Context: an optimization exercise on an open-source flow, tuned for small area. The choices shown serve that exercise and are no tape-out recipe.
Only simulation tests tie the RTL to the original design; equivalence was not proved.

$ cat config.mk
export PLATFORM = sky130hd
export DESIGN_NAME = wr2_mfd
export DESIGN_NICKNAME = wr2_mfd
export VERILOG_FILES = /design/flow/design.v
export SDC_FILE = /design/flow/constraint.sdc
export NUM_CORES = 4
export LEC_CHECK = 0
export CAP_MARGIN = 20
export CORE_MARGIN = 2
export CORE_UTILIZATION = 40
export PLACE_DENSITY = 0.6
export SLEW_MARGIN = 20
$ cat design.v
module wr2_mfd #(
    parameter [63:0] P_SHORT_DELAY_US   = 64'd250,
    parameter [63:0] P_LONG_DELAY_US    = 64'd500,
    parameter [7:0]  P_HEADER_THRESHOLD = 8'd8,
    parameter [7:0]  P_SHORT_SIG        = 8'h45,
    parameter [7:0]  P_LONG_SIG         = 8'hA1,
    parameter [7:0]  P_CHK_MASK_SEED    = 8'h64,
    parameter [7:0]  P_CHK_ACC_SEED     = 8'h5E,
    parameter [7:0]  P_CHK_TAP          = 8'h18,
    parameter [7:0]  P_HUM_MAX          = 8'd100,
    parameter [7:0]  P_CRC_SEED         = 8'hC0,
    parameter [7:0]  P_CRC_POLY_REFL    = 8'h8C
) (
    input  wire        clk,
    input  wire        rst,
    input  wire        rx,
    input  wire [63:0] now_us,
    input  wire        bus_req,
    input  wire        bus_we,
    input  wire [5:0]  bus_addr,
    input  wire [2:0]  bus_size,
    input  wire [31:0] bus_wdata,
    output reg  [31:0] bus_rdata,
    output wire        bus_err,
    output wire        done
);
    localparam [2:0] ST_IDLE = 3'd0, ST_SEARCH = 3'd1, ST_RECV = 3'd2,
                     ST_DECODE = 3'd3, ST_DONE = 3'd4;
    localparam [1:0] PH_LEVEL = 2'd0, PH_SHORT = 2'd1, PH_LONG = 2'd2;
    localparam [3:0] RK_NONE = 4'd0, RK_THERMO = 4'd1, RK_WEATHER = 4'd2,
                     RK_TIMEOUT = 4'd4, RK_MISUSE = 4'd5;
    localparam [3:0] OP_NOP = 4'h0, OP_START = 4'h1, OP_DECODE = 4'h2,
                     OP_SNAP = 4'h3, OP_REINIT = 4'h4;
    reg [31:0] deadline_reg;    
    reg        cfg_valid, acc_short, acc_long, pol;
    reg [31:0] dl_ms;           
    reg [2:0]  state;
    reg [3:0]  res_kind;
    reg [3:0]  misuse_cause;
    reg        cmd_rej;
    reg [63:0] t_call;
    reg [31:0] res_seq, res_short0, res_short1;
    reg [31:0] res_long0, res_long1, res_long2, res_long3;
    reg [31:0] cnt_h, cnt_s, cnt_l;         
    reg [31:0] snap_h, snap_s, snap_l;      
    reg        exp_bit;                     
    reg [1:0]  ph;
    reg [63:0] t_ref;
    reg [7:0]  run;
    reg        saw0;
    reg [7:0]  raw [0:15];
    reg [4:0]  filled;
    reg [7:0]  acc;
    reg [2:0]  nb;
    reg        target_long;                 
    reg        fam_decided;
    wire busy = (state == ST_SEARCH) || (state == ST_RECV) || (state == ST_DECODE);
    assign done = (state == ST_DONE);
    wire legal   = (bus_size == 3'd4) && (bus_addr[1:0] == 2'b00);
    wire [3:0] reg_idx = bus_addr[5:2];
    assign bus_err = bus_req && !legal;
    wire host_wr = bus_req && bus_we && legal;
    wire cmd_wr  = host_wr && (reg_idx == 4'd0);
    wire dl_wr   = host_wr && (reg_idx == 4'd1);
    wire [3:0] op = bus_wdata[3:0];
    reg cmd_accept;
    always @(*) begin
        case (op)
            OP_NOP, OP_SNAP:             cmd_accept = 1'b1;
            OP_START, OP_DECODE, OP_REINIT: cmd_accept = !busy;
            default:                     cmd_accept = 1'b0;
        endcase
    end
    wire [31:0] status_word = {16'd0, misuse_cause, 3'd0, cmd_rej, res_kind, busy, state};
    wire [31:0] session_word = {21'd0, pol, acc_long, acc_short, 7'd0, cfg_valid};
    always @(*) begin
        bus_rdata = 32'd0;
        if (bus_req && !bus_we && legal) begin
            case (reg_idx)
                4'd1:  bus_rdata = deadline_reg;
                4'd2:  bus_rdata = session_word;
                4'd3:  bus_rdata = dl_ms;
                4'd4:  bus_rdata = status_word;
                4'd5:  bus_rdata = res_seq;
                4'd6:  bus_rdata = res_short0;
                4'd7:  bus_rdata = res_short1;
                4'd8:  bus_rdata = res_long0;
                4'd9:  bus_rdata = res_long1;
                4'd10: bus_rdata = res_long2;
                4'd11: bus_rdata = res_long3;
                4'd12: bus_rdata = snap_h;
                4'd13: bus_rdata = snap_s;
                4'd14: bus_rdata = snap_l;
                default: bus_rdata = 32'd0;
            endcase
        end
    end
    function [7:0] checksum_short;
        input [39:0] d;             
        integer k;
        reg [7:0] mask, sum;
        reg out;
        begin
            mask = P_CHK_MASK_SEED;
            sum  = P_CHK_ACC_SEED;
            for (k = 39; k >= 0; k = k - 1) begin
                out  = mask[0];
                mask = {mask[0], mask[7:1]};
                if (out) mask = mask ^ P_CHK_TAP;
                if (d[k]) sum = sum ^ mask;
            end
            checksum_short = sum;
        end
    endfunction
    function [7:0] crc_table;
        input [7:0] idx;
        integer k;
        reg [7:0] c;
        begin
            c = idx;
            for (k = 0; k < 8; k = k + 1)
                c = c[0] ? ((c >> 1) ^ P_CRC_POLY_REFL) : (c >> 1);
            crc_table = c;
        end
    endfunction
    wire [7:0] pay [0:13];
    genvar gj;
    generate
        for (gj = 0; gj < 14; gj = gj + 1) begin : g_realign
            assign pay[gj] = {raw[gj+1][3:0], raw[gj+2][7:4]};
        end
    endgenerate
    reg [7:0] crc_calc;
    integer ci;
    always @(*) begin
        crc_calc = P_CRC_SEED;
        for (ci = 0; ci < 13; ci = ci + 1)
            crc_calc = crc_table(crc_calc ^ pay[ci]);
    end
    wire [7:0]  chk_calc  = checksum_short({raw[1], raw[2], raw[3], raw[4], raw[5]});
    wire [11:0] temp_raw  = {raw[3][3:0], raw[4]};
    wire [15:0] temp_f10  = {4'd0, temp_raw} - 16'd400;
    wire [3:0]  channel   = {1'b0, raw[3][6:4]} + 4'd1;
    wire        short_ok  = acc_short && (raw[1] == P_SHORT_SIG) &&
                            (chk_calc == raw[6]) && (raw[5] <= P_HUM_MAX);
    wire        long_ok   = (crc_calc == pay[13]);
    wire [63:0] since_ref  = now_us - t_ref;
    wire [63:0] since_call = now_us - t_call;
    wire [63:0] dl_us      = {32'd0, dl_ms} * 64'd1000;
    wire        dl_expired = (since_call >= dl_us);
    wire exp_next = (rx == exp_bit) ? ~exp_bit : exp_bit;
    wire bit_val  = exp_next ^ pol;
    wire [7:0] acc_shift = {acc[6:0], bit_val};
    integer i;
    always @(posedge clk) begin
        if (rst || (cmd_wr && cmd_accept && op == OP_REINIT)) begin
            deadline_reg <= 32'd0;
            cfg_valid    <= 1'b0;
            acc_short    <= 1'b0;
            acc_long     <= 1'b0;
            pol          <= 1'b0;
            dl_ms        <= 32'd0;
            state        <= ST_IDLE;
            res_kind     <= RK_NONE;
            misuse_cause <= 4'd0;
            cmd_rej      <= 1'b0;
            t_call       <= 64'd0;
            res_seq      <= 32'd0;
            res_short0   <= 32'd0;
            res_short1   <= 32'd0;
            res_long0    <= 32'd0;
            res_long1    <= 32'd0;
            res_long2    <= 32'd0;
            res_long3    <= 32'd0;
            cnt_h        <= 32'd0;
            cnt_s        <= 32'd0;
            cnt_l        <= 32'd0;
            snap_h       <= 32'd0;
            snap_s       <= 32'd0;
            snap_l       <= 32'd0;
            exp_bit      <= 1'b1;
            ph           <= PH_LEVEL;
            t_ref        <= 64'd0;
            run          <= 8'd0;
            saw0         <= 1'b0;
            for (i = 0; i < 16; i = i + 1) raw[i] <= 8'd0;
            filled       <= 5'd0;
            acc          <= 8'd0;
            nb           <= 3'd0;
            target_long  <= 1'b0;
            fam_decided  <= 1'b0;
        end else begin
            if (dl_wr)
                deadline_reg <= bus_wdata;
            if (cmd_wr) begin
                cmd_rej <= !cmd_accept;
                if (cmd_accept) begin
                    case (op)
                        OP_START: begin
                            cfg_valid <= 1'b1;
                            acc_short <= bus_wdata[8];
                            acc_long  <= bus_wdata[9];
                            pol       <= bus_wdata[10];
                            dl_ms     <= deadline_reg;
                        end
                        OP_DECODE: begin
                            res_seq    <= 32'd0;
                            res_short0 <= 32'd0;
                            res_short1 <= 32'd0;
                            res_long0  <= 32'd0;
                            res_long1  <= 32'd0;
                            res_long2  <= 32'd0;
                            res_long3  <= 32'd0;
                            if (!cfg_valid) begin
                                res_kind     <= RK_MISUSE;
                                misuse_cause <= 4'd1;
                                state        <= ST_DONE;
                            end else if (!acc_short && !acc_long) begin
                                res_kind     <= RK_MISUSE;
                                misuse_cause <= 4'd2;
                                state        <= ST_DONE;
                            end else begin
                                res_kind     <= RK_NONE;
                                misuse_cause <= 4'd0;
                                t_call       <= now_us;
                                state        <= ST_SEARCH;
                            end
                        end
                        OP_SNAP: begin
                            snap_h <= cnt_h;
                            snap_s <= cnt_s;
                            snap_l <= cnt_l;
                        end
                        default: ;
                    endcase
                end
            end
            case (state)
                ST_SEARCH: begin
                    if (dl_expired) begin
                        res_kind <= RK_TIMEOUT;
                        state    <= ST_DONE;
                    end else begin
                        exp_bit     <= ~pol;
                        ph          <= PH_LEVEL;
                        t_ref       <= 64'd0;
                        run         <= 8'd0;
                        saw0        <= 1'b0;
                        for (i = 0; i < 16; i = i + 1) raw[i] <= 8'd0;
                        filled      <= 5'd0;
                        acc         <= 8'd0;
                        nb          <= 3'd0;
                        target_long <= 1'b0;
                        fam_decided <= 1'b0;
                        state       <= ST_RECV;
                    end
                end
                ST_RECV: begin
                    case (ph)
                        PH_LEVEL: begin
                            if (rx == exp_bit) begin
                                t_ref <= now_us;
                                ph    <= PH_SHORT;
                            end
                        end
                        PH_SHORT: begin
                            if (since_ref >= P_SHORT_DELAY_US) begin
                                if (rx != exp_bit) begin
                                    state <= ST_SEARCH;       
                                end else begin
                                    t_ref <= now_us;
                                    ph    <= PH_LONG;
                                end
                            end
                        end
                        PH_LONG: begin
                            if (since_ref >= P_LONG_DELAY_US) begin
                                exp_bit <= exp_next;
                                ph      <= PH_LEVEL;
                                if (!saw0) begin
                                    if (bit_val) begin
                                        if (run < P_HEADER_THRESHOLD) begin
                                            run <= run + 8'd1;
                                            if (run + 8'd1 == P_HEADER_THRESHOLD)
                                                cnt_h <= cnt_h + 32'd1;
                                        end
                                    end else if (run < P_HEADER_THRESHOLD) begin
                                        state <= ST_SEARCH;   
                                    end else begin
                                        saw0 <= 1'b1;         
                                    end
                                end else begin
                                    if (nb != 3'd7) begin
                                        acc <= acc_shift;
                                        nb  <= nb + 3'd1;
                                    end else begin
                                        raw[filled[3:0]] <= acc_shift;
                                        filled <= filled + 5'd1;
                                        acc    <= 8'd0;
                                        nb     <= 3'd0;
                                        if (filled == 5'd1 && !fam_decided) begin
                                            fam_decided <= 1'b1;
                                            if (acc_long && acc_shift == P_LONG_SIG)
                                                target_long <= 1'b1;
                                        end
                                        if (filled + 5'd1 == (target_long ? 5'd16 : 5'd7))
                                            state <= ST_DECODE;
                                    end
                                end
                            end
                        end
                        default: ph <= PH_LEVEL;
                    endcase
                end
                ST_DECODE: begin
                    if (target_long) begin
                        if (long_ok) begin
                            cnt_l     <= cnt_l + 32'd1;
                            res_seq   <= cnt_s + cnt_l + 32'd1;
                            res_long0 <= {pay[3],  pay[2],  pay[1],  pay[0]};
                            res_long1 <= {pay[7],  pay[6],  pay[5],  pay[4]};
                            res_long2 <= {pay[11], pay[10], pay[9],  pay[8]};
                            res_long3 <= {16'd0,   pay[13], pay[12]};
                            res_kind  <= RK_WEATHER;
                            state     <= ST_DONE;
                        end else begin
                            state <= ST_SEARCH;
                        end
                    end else begin
                        if (short_ok) begin
                            cnt_s      <= cnt_s + 32'd1;
                            res_seq    <= cnt_s + cnt_l + 32'd1;
                            res_short0 <= {4'd0, temp_raw, raw[2], raw[3][7], 3'd0, channel};
                            res_short1 <= {raw[6], raw[5], temp_f10};
                            res_kind   <= RK_THERMO;
                            state      <= ST_DONE;
                        end else begin
                            state <= ST_SEARCH;
                        end
                    end
                end
                default: ;
            endcase
        end
    end
endmodule
$ cat constraint.sdc
create_clock -name core_clock -period 20.0 [get_ports {clk}]
set_input_delay 4.0000 -clock core_clock [delete_from_list [all_inputs] [get_ports {clk}]]
set_output_delay 4.0000 -clock core_clock [all_outputs]
set_load 0.01 [all_outputs]
$ cat run.sh
#!/bin/bash
# synth_recipe.tcl (not shown) runs the flow's synth.tcl, then flattens the netlist and writes it again
# the make line also repeats each setting of config.mk as NAME=value (left out here)
make -C /OpenROAD-flow-scripts/flow DESIGN_CONFIG=/design/flow/config.mk WORK_HOME=/design/flow/orfs CLKGATE_MAP_FILE= SYNTH_SCRIPT=/design/flow/synth_recipe.tcl finish
==> impl_metrics.csv <==
group,metric,value,unit
finish,area_growth,11.4,%
worst_setup_path,cp-start-kind,"input port",
global_routing,grt_pass1_vias,40200,
floorplanning,die_h,358,um
drt,drcViolationCount,0,
sta,period_needed,13340,ps
job,drv_cap,0,
drt,m1WireLength,73.7,mm
drt,wirelength,169,mm
sta,finalCritPeriodShare,66.7,%
synthesis,yosys.cell_types.count,95,
synthesis,synth_area,50100,um2
synthesis,ys_seq_elements,767,
drt,vias_per_cell,5.74,
cts,cts_resized,0,
placed_design,place.gp.congestion,0.988,
global_routing,grt_max_degree,195,
worst_setup_path,critPathKind,"in -> reg",
cts,numCtsBuffers,90,
floorplanning,core_region_area,124000,um2
sta,hold_slack,453,ps
synthesis,yosys-top-cells-area,"dfxtp_1 26%, ha_1 7.4%, edfxtp_1 7.0%, nand2_1 6.7%, a21oi_1 5.7%",
placed_design,port_buffers,143,
worst_setup_path,cp_data_required_time,20610,ps
finish,largest_reg_flops,116,
cts,clkLatencyLatePin,710,ps
worst_setup_path,cpPeakStageDelay,590,ps
synthesis,synth_top_area_share,26.0,%
cts,path_clk_slew,60,ps
synthesis,synth_cells,5818,
drt,wl_per_cell,22.7,um
worst_setup_path,setup.worst_path.end_class,"register",
sta,worstMarginPinSlew,1110,ps
floorplanning,boundaryPins,144,
finish,fin_cells,7464,
drt,routed-wl-met3,15.2,mm
sta,finalSetupViolCount,0,
synthesis,seq_area_frac_synth,33.0,%
drt,top_layer,"met5",
global_routing,grt_use_total,25.8,%
cts,cts_setup_buffers,0,
hold_path,hold_path.class,"reg -> reg",
global_routing,antenna_found_initial,7,
sta,rsz0062_at_grt,"no",
cts,holdBufCountCts,0,
global_routing,overflow,0,
drt,vias,42800,
cts,clock_sinks,767,
floorplanning,die-area,128000,um2
floorplanning,num_rows,129,
synthesis,synth-edff-count,116,
sta,maxSlewHeadroom,25.9,%
drt,dr.pass1.iters,7,
cts,cts-root-buf,"clkbuf_16",
finish,nets,6282,
synthesis,synthArstFlopShare,0,%
drt,antenna_left,0,
placed_design,dpl.hpwl,123,mm
synthesis,ys_warn_count,1,
sta,fin_skew,51.5,ps
drt,drtIter0Drc,4721,
synthesis,synth_top_area_cell,"dfxtp_1",
synthesis,syn_avg_cell_area,8.61,um2
worst_setup_path,cp_common_cell,"o21ai_0",
worst_setup_path,cp_max_fo,64,
finish,drive_above_1_share,6.49,%
cts,cts_tree,"built",
synthesis,synth_fp_nets,6347,
finish,largest_register,"raw",
synthesis,synth_ff_type,"dfxtp_1",
global_routing,grt_pass1_wl,253,mm
cts,clockBufferDepth,3,
sta,finalMaxSlewViolations,0,
sta,setup-tns-final,0,ps
synthesis,yosys-top-cells-count,"897 x nand2_1, 651 x dfxtp_1, 568 x a21oi_1",
placed_design,place_inst,7298,
drt,wl_met2,72.9,mm
cts,htreeDepth,3,
synthesis,synth_most_common_cell,"nand2_1",
floorplanning,start_util,40.4,%
finish,reg.largest.list,"raw (116), t_call (64), t_ref (64)",
sta,timing.final.hold_violations,0,
worst_setup_path,cpMaxStageDelayCell,"clkdlybuf4s50_1",
sta,fmax,0.0749,GHz
floorplanning,die_x,358,um
run_status,outcome,"complete, no violations",
worst_setup_path,crit_arrival,13960,ps
layout by cell type, fill, tap and decap left out, types with 76 or more instances in the layout:
cell and instances:
clkdlybuf4s50_1 143, xnor2_1 274, nand2_1 897, a221oi_1 88, o21ai_0 166, fa_1 121
edfxtp_1 116, a21oi_1 568, and3_1 159, ha_1 298, inv_1 282, nor3_1 76
nand3_1 206, dfxtp_1 649, clkbuf_16 94, xor2_1 186, a22o_1 81, nor2_1 385
per-layer routing:
| layer | global-route usage, % | vias to the layer above |
|---|---|---|
| li1 | - | 20200 |
| met1 | 35.5 | 20600 |
| met2 | 39.5 | 1735 |
| met3 | 5.55 | 334 |
| met4 | 10.2 | 4 |
| met5 | 0 | - |
metrics by stage:
| step | cell area [um2] | utilization (%) | setup WS, ps |
|---|---|---|---|
| finish | 55800 | 45.0 | 6660 |
| global route | 55800 | 45.0 | 5550 |
| CTS | 55800 | 45.0 | 6620 |
| detailed placement | 52700 | 42.5 | 5970 |
| global placement | 52700 | 42.5 | 6250 |
| floorplan | 50100 | - | 8060 |
path summary, 6_finish.rpt:
kind                     startpoint                       to  slack (ps)  depth (start not counted)
min          cnt_h[23]$_SDFFE_PP0P_  snap_h[23]$_SDFFE_PP0P_         450                          2
max                       now_us[1]   t_ref[52]$_SDFFE_PP0P_        6660                         44
min reg2reg  cnt_h[23]$_SDFFE_PP0P_  snap_h[23]$_SDFFE_PP0P_         450                          2
max reg2reg   dl_ms[1]$_SDFFE_PP0P_   t_ref[52]$_SDFFE_PP0P_        7370                         52
worst max-delay path: cells and delay by family:
| family | cells | cell delay, ps |
|---|---|---|
| compound gates | 30 | 6170 |
| xor+xnor | 1 | 90 |
| fa+ha+maj | 2 | 470 |
| buf+inv | 4 | 1460 |
| mux | 1 | 430 |
| simple gates | 6 | 1200 |
final cells by class:
type                    count  area [um2]
clock inverters            38         512
flip-flops and latches    767       16500
clock buffers             126        2620
diodes                      2        5.00
inverters                 282        1060
fillers                 12100       68200
repair buffers            199        1860
well taps                1637        2050
multi-input cells        4413       31200
kinds of logic (layout without fill, tap and decap cells):
group | count (synthesis) | count (layout) | synth area share [%]
XOR/XNOR | 558 | 558 | 12.4
other | 0 | 2 | 0
flip-flops | 767 | 767 | 33.0
buffers and inverters | 638 | 645 | 5.05
adder cells (fa/ha/maj) | 420 | 420 | 12.3
AND/OR/NAND/NOR | 2058 | 2058 | 19.1
multiplexers | 88 | 88 | 1.93
AO/OA/AOI/OAI | 1289 | 1289 | 16.2

[separate check: timing with driven ports]
In the flow no input, the clock included, has a driving cell. The finished layout below was timed again as built, in two steps.
Step 1, drivers: a clkbuf_16 drives clk and a buf_2 each remaining input, both assumed.
Step 2, shift: input delay + t, output delay - t, t = (earliest + latest rising clock arrival at the registers) / 2. This alone moves slack from input paths to output paths.
a / b / c = ideal ports / drivers / drivers and shift; a / b = the first two.
t (ns): 0.760
setup slack, ns: 6.656 / 6.687 / 5.927
worst setup path at the end: input to register
worst register clock-pin slew, ns: 0.06 / 0.06
pins driven straight from the clock port: 1
After both steps setup and hold are still met in this run. The setup slack of this run moves by +0.031 ns with the drivers and by -0.729 ns with both steps.
